This design comes from an exercise in tuning for small area, a short achievable clock period and few clock cycles per item on the open sky130 flow, not from production work.
The RTL was checked by simulation tests, not by an equivalence proof against the original design.

## alpha_compositor
module alpha_compositor (
    input  wire         clk,
    input  wire         rst,         
    input  wire         cmd_valid,
    output wire         cmd_ready,
    input  wire [127:0] cmd,
    output reg          rsp_valid,
    input  wire         rsp_ready,
    output wire [47:0]  rsp
);
Size in the first run: ~2,400 cells after synthesis, ~210 flip-flops, about 0.018 mm² of cells after synthesis.
export LEC_CHECK = 0
export ABC_AREA = 1
export CAP_MARGIN = 20
export CORE_MARGIN = 2
export CORE_UTILIZATION = 60
export CTS_CLUSTER_DIAMETER = 100
export CTS_CLUSTER_SIZE = 30
export SLEW_MARGIN = 70
create_clock -name core_clock -period 33.0 [get_ports {clk}]
standard.sh (not shown) runs the stock make flow with config.mk's settings and CLKGATE_MAP_FILE= SYNTH_SCRIPT=/design/flow/synth_recipe.tcl, a recipe that flattens the netlist after the stock synthesis.
==> flow/flow/run.sh <==
#!/bin/bash
# The standard layout, with sky130_fd_sc_hd__buf_2 as the buffer that
# buffer_ports puts on every input and output port.
set -euo pipefail
export BUFFER_PORTS_ARGS="-buffer_cell sky130_fd_sc_hd__buf_2"
bash standard.sh > standard_flow.log 2>&1
The baseline went through all stages and came out clean.
Testbench counts at the start, summed over its fixed seeds: cycles 18,018, items 18,000.
Change:
--- a/flow/design.v
+++ b/flow/design.v
@@ -166,17 +166,18 @@
     ac_uv_table u_tab (.th(uqr), .o(uv));
     wire [8:0] dx = uv[8:0];
     wire [8:0] dy = uv[17:9];
     reg        fault;
     reg [7:0]  s_op;
     reg [1:0]  s_cause;
     reg [15:0] res0;
     reg [8:0]  res1;            
-    assign rsp = {s_op, 2'b00, s_cause, 3'b000, fault, {7{res1[8]}}, res1, res0};
+    reg        res1_s;          
+    assign rsp = {s_op, 2'b00, s_cause, 3'b000, fault, {4{res1_s}}, {3{res1[8]}}, res1, res0};
     wire [1:0] wp_i  = (wp == 2'd2) ? 2'd0 : wp + 2'd1;
     wire [1:0] rp_i  = (rp == 2'd2) ? 2'd0 : rp + 2'd1;
     wire [1:0] t_wp  = (v2 && qne) ? wp_i : wp;
     wire [1:0] t_rp  = qne ? rp_i : rp;
     wire [1:0] t_cnt = cnt - {1'b0, qne} + {1'b0, v2 && qne};
     wire [1:0] h_wp  = v2 ? wp_i : wp;
     wire [1:0] h_cnt = cnt + {1'b0, v2};
     wire [1:0] occ_a = occ + {1'b0, accept};
@@ -192,16 +193,19 @@
     wire take = !rsp_valid || rsp_ready;
     always @(posedge clk) begin
         if (rst || (take && upd0)) res0 <= rst ? 16'd0 : r0n;
     end
     always @(posedge clk) begin
         if (rst || (take && upd1)) res1 <= rst ? 9'd0 : dy;
     end
     always @(posedge clk) begin
+        if (rst || (take && upd1)) res1_s <= !rst && uqr > 9'd72 && uqr < 9'd216;
+    end
+    always @(posedge clk) begin
         if (rst || (take && updf)) begin
             fault   <= !rst;
             s_op    <= rst ? 8'd0 : nxt[9:2];
             s_cause <= rst ? 2'd0 : nxt[1:0];
         end
     end
     always @(posedge clk) begin
         if (rst) begin
Effect:
- The changed run produced a clean layout
- critical path depth is unchanged
- die area came out higher slightly
- first-iteration DRC count came out lower by about a fifth
- via count came out lower slightly
- sequential share of layout area came out higher by 0.23 points
- area after synthesis came out higher slightly
- fmax stays flat
- synthesized cell count came out lower slightly
- worst setup slack improved by 11 ps
- clock-buffer cell count came out lower by 3
Testbench counts after the change, summed over its fixed seeds: cycles 18,018, items 18,000.

--- another note on this design; it stands on its own ---

// alpha_compositor
module alpha_compositor (
    input  wire         clk,
    input  wire         rst,         
    input  wire         cmd_valid,
    output wire         cmd_ready,
    input  wire [127:0] cmd,
    output reg          rsp_valid,
    input  wire         rsp_ready,
    output wire [47:0]  rsp
);
For scale: ~2500 cells after synthesis, roughly 210 flip-flops, roughly 180 I/O pins, ~18000 sq um of cells after synthesis.
Settings: LEC_CHECK=0, ABC_AREA=1, CAP_MARGIN=20, CORE_MARGIN=2, CORE_UTILIZATION=40, SLEW_MARGIN=70; clock period 33.0 ns.
run.sh (not shown) runs the stock make flow with config.mk's settings and CLKGATE_MAP_FILE= SYNTH_SCRIPT=/design/flow/synth_recipe.tcl, a recipe that flattens the netlist after the stock synthesis.
The starting point passed the timing, DRC and antenna checks.
Testbench counts at the start, summed over its fixed seeds: cycles 18,018, items 18,000.
Rerun with:
- SLEW_MARGIN: 70 -> 20
Outcome: Non-clock buffer count came out lower by 14; setup slack loses 0.35 ns; synthesized cell count does not change; design area came out lower by 1.4%; core utilization came out lower by 0.68 points.

* * *

Another version of the RTL of alpha_compositor (not shown whole).
Size in the first run: ~2,400 cells after synthesis, roughly 180 I/O pins, ~18,000 um^2 of cells after synthesis.
Settings: LEC_CHECK=0, ABC_AREA=1, CAP_MARGIN=20, CORE_MARGIN=2, CORE_UTILIZATION=60, CTS_CLUSTER_DIAMETER=100, CTS_CLUSTER_SIZE=30, SLEW_MARGIN=75; clock period 33.0 ns.
standard.sh (not shown) runs the stock make flow with config.mk's settings and CLKGATE_MAP_FILE= SYNTH_SCRIPT=/design/flow/synth_recipe.tcl, a recipe that flattens the netlist after the stock synthesis.
==> flow/flow/run.sh <==
#!/bin/bash
# The standard layout, with sky130_fd_sc_hd__buf_1 as the buffer that
# buffer_ports puts on every input and output port.
set -euo pipefail
export BUFFER_PORTS_ARGS="-buffer_cell sky130_fd_sc_hd__buf_1"
bash standard.sh > standard_flow.log 2>&1
Testbench counts at the start, summed over its fixed seeds: cycles 18,018, items 18,000.
Rerun with:
Settings changed: SLEW_MARGIN 75 to 50.
=>
- synthesized area is unchanged
- setup slack stays flat
- clock skew shrinks by 0.0055 ns
- die area does not change
- global-route usage is about the same
- utilization decreases by 1.7 points
- design area is lower by 2.5%
- critical path depth is unchanged
- clock-buffer cell count is unchanged

what the ideal ports hide:
No port has a modelled driver above. Below, the same layouts with a new extraction and two added sets of constraints. Step 1: set_driving_cell puts a clkbuf_16 on clk and a buf_2 on each other input, an assumption about the parent block. Step 2 moves the port delays by t, midway between the first and last clock arrival at a register: inputs arrive t later, outputs are due t later. That takes back most of the time a late clock gives input paths. a / b / c = ideal / step 1 / step 2; a / b = the first two.
run | shift t [ns] | setup WS [ns] | latest minus earliest clock arrival (ns) | slew at the worst register clock pin (ns) | cell pins on the clock port's net
the first run of note 1 | 0.530 | 25.223 / 25.177 / 25.041 | 0.022 / 0.022 | 0.11 / 0.11 | 1
the second run of note 1 | 0.546 | 25.233 / 25.177 / 24.944 | 0.063 / 0.063 | 0.11 / 0.11 | 1
the first run of note 2 | 0.611 | 24.808 / 24.753 / 24.309 | 0.024 / 0.023 | 0.07 / 0.07 | 1
the second run of note 2 | 0.607 | 24.453 / 24.480 / 23.874 | 0.017 / 0.017 | 0.06 / 0.06 | 1
the first run of note 3 | 0.520 | 25.227 / 25.190 / 24.957 | 0.024 / 0.024 | 0.11 / 0.11 | 1
the second run of note 3 | 0.529 | 25.226 / 25.183 / 24.920 | 0.021 / 0.022 | 0.11 / 0.11 | 1
After both steps setup and hold are still met in every run listed. The setup slack of the second run of note 2, which loses most, moves by +0.027 ns with the drivers and by -0.579 ns with both steps.
